Context: an optimization exercise on an open-source flow, tuned for small area, a short achievable clock period and few clock cycles. The choices shown serve that exercise and are no tape-out recipe.
Only simulation tests tie the RTL to the original design; equivalence was not proved.
No activity file was given, so power comes from the tool's default toggle rates.

run A:
// lcs_diff
module lcs_diff #(
    parameter N  = 16,
    parameter TW = 8
) (
    input  wire              clk,
    input  wire              rst,
    input  wire              cmd_valid,
    output wire              cmd_ready,
    input  wire [4:0]        a_len,
    input  wire [4:0]        b_len,
    input  wire [N*TW-1:0]   a_toks,
    input  wire [N*TW-1:0]   b_toks,
    output wire              out_valid,
    input  wire              out_ready,
    output wire [1:0]        out_op,
    output wire [3:0]        out_idx,
    output wire [4:0]        out_len
);
    localparam OP_REM  = 2'd0;
    localparam OP_ADD  = 2'd1;
    localparam OP_KEEP = 2'd2;
    localparam OP_END  = 2'd3;
    localparam E_IDLE = 3'd0;
    localparam E_DP   = 3'd2;
    localparam E_TB   = 3'd3;
    localparam E_EMB  = 3'd4;
    localparam E_DONE = 3'd5;
    localparam E_POST = 3'd6;    
    localparam P_UP1  = 2'd0;
    localparam P_DOWN = 2'd1;
    localparam P_UP2  = 2'd2;
    integer q;
    function [15:0] smear_dn(input [15:0] x);
        reg [15:0] y;
        begin
            y = x;
            y = y | (y >> 1);
            y = y | (y >> 2);
            y = y | (y >> 4);
            y = y | (y >> 8);
            smear_dn = y;
        end
    endfunction
    function [15:0] smear_up(input [15:0] x);
        reg [15:0] y;
        begin
            y = x;
            y = y | (y << 1);
            y = y | (y << 2);
            y = y | (y << 4);
            y = y | (y << 8);
            smear_up = y;
        end
    endfunction
    function himatch(input [15:0] c, input [15:0] mm);
        reg [7:0] a1, m1;
        reg [3:0] a2, m2;
        reg [1:0] a3, m3;
        integer k;
        begin
            for (k = 0; k < 8; k = k + 1) begin
                a1[k] = c[2*k+1] | c[2*k];
                m1[k] = c[2*k+1] ? mm[2*k+1] : (c[2*k] & mm[2*k]);
            end
            for (k = 0; k < 4; k = k + 1) begin
                a2[k] = a1[2*k+1] | a1[2*k];
                m2[k] = a1[2*k+1] ? m1[2*k+1] : m1[2*k];
            end
            for (k = 0; k < 2; k = k + 1) begin
                a3[k] = a2[2*k+1] | a2[2*k];
  ...
Size in the first run: roughly 4,200 cells after synthesis, about 32,000 um2 of cells after synthesis.
Settings: LEC_CHECK=0, ABC_AREA=1, CAP_MARGIN=30, CORE_MARGIN=2, CORE_UTILIZATION=40, SLEW_MARGIN=40; clock period 11.0 ns.
standard.sh (not shown) runs the stock make flow with config.mk's settings and CLKGATE_MAP_FILE= SYNTH_SCRIPT=/design/flow/synth_recipe.tcl, a recipe that flattens the netlist after the stock synthesis.
==> flow/flow/run.sh <==
#!/bin/bash
set -euo pipefail
bash standard.sh SETUP_SLACK_MARGIN=7.8 'BUFFER_PORTS_ARGS=-buffer_cell sky130_fd_sc_hd__buf_1' finish > make_finish.log 2>&1
Testbench counts of run A, summed over its fixed seeds: cycles 7,338.
Inputs modified between run A and run B:
==> flow/flow/run.sh <==
#!/bin/bash
set -euo pipefail
bash standard.sh SETUP_SLACK_MARGIN=7 'BUFFER_PORTS_ARGS=-buffer_cell sky130_fd_sc_hd__buf_1' finish > make_finish.log 2>&1
Notes after the runs:
- Delta(arrival time at the worst endpoint, run B - run A) > 0
- [run B vs run A] final worst slack: lower in run B
- The library cell contributing the largest single delay on the critical path comes out sky130_fd_sc_hd__edfxtp_1 in one run and sky130_fd_sc_hd__clkinv_1 in the other, namely in run A and run B respectively.
- Run A has higher utilization than run B.
- Run A → run B: part of the total power dissipated in combinational logic shows a reduction of 5.2 points, register-to-register path setup slack lower, total power after layout decreased about 8%.
- NOTE: non-clock buffer count in run B falls short of that of run A
- Run B: maximum fanout count along the critical path higher than run A
- In the flow results for run A and run B, the layout cell share with drive strength beyond 1 is larger on run A.
Relative to run B, the following input files were edited for run C:
==> flow/flow/run.sh <==
#!/bin/bash
set -euo pipefail
bash standard.sh SETUP_SLACK_MARGIN=7.4 'BUFFER_PORTS_ARGS=-buffer_cell sky130_fd_sc_hd__buf_1' finish > make_finish.log 2>&1
Notes after the runs:
Cell area: run C vs run B up 940 um2
For power attributed to combinational cells, dividing the value from run B by the value from run C gives 0.913.
Re number of antenna violations at the first check in global routing: run C is 6 up on run B.
Against run B as the reference, run C delivers a higher reg2reg setup slack.
Relative to run C, the following input files were edited for run D:
- ABC_AREA: 1 -> unset
==> flow/flow/run.sh <==
#!/bin/bash
set -euo pipefail
bash standard.sh SETUP_SLACK_MARGIN=6.5 'BUFFER_PORTS_ARGS=-buffer_cell sky130_fd_sc_hd__buf_1' finish > make_finish.log 2>&1
## What came out
Combinational family with the most area after synthesis: compound AO/OA/AOI/OAI gates -> run D, simple AND/OR/NAND/NOR gates -> run C. Looking at overall die height, run D sits about 0.65% lower than run C does. Comparing total power for run C and run D, the smaller number came from run D. Clock latency reported for the late side of the worst-skew pair | run D below run C. Summary: via count, run D better than run C. Run D ended up with fail$_DFFE_PP_ as its worst setup path endpoint; run C ended up with cmd_ready. Higher relative area change from synthesis to final layout was reported by run C, not run D. The setup slack of run D is lower than that of run C. Wire length for run D is lower than for run C. Cell count after synthesis shrinks by more than 10% when moving from run C to run D.

## port drivers added, routing unchanged
In the flow no input, the clock included, has a driving cell. The finished layouts below were timed again as built, in two steps. Step 1 sets driving cells, clkbuf_16 on the clock port and buf_2 on the other inputs (assumed; they add their load-dependent delay and slew). Step 2, shift: input delay + t, output delay - t, t = (earliest + latest rising clock arrival at the registers) / 2. This alone moves slack from input paths to output paths. a / b / c = ideal ports / drivers / drivers and shift; a / b = the first two.
run	t (ns)	setup slack, ns	worst setup path after step 2
run A	0.695	7.196 / 7.127 / 7.122	input to register
run B	0.683	7.096 / 7.107 / 6.425	input to register
run C	0.692	7.198 / 7.130 / 6.942	input to register
run D	0.676	6.690 / 6.690 / 6.466	input to register
After both steps setup and hold are still met in every run listed. For run B, which loses most, drivers alone change the setup slack by +0.011 ns; drivers and shift together by -0.671 ns.
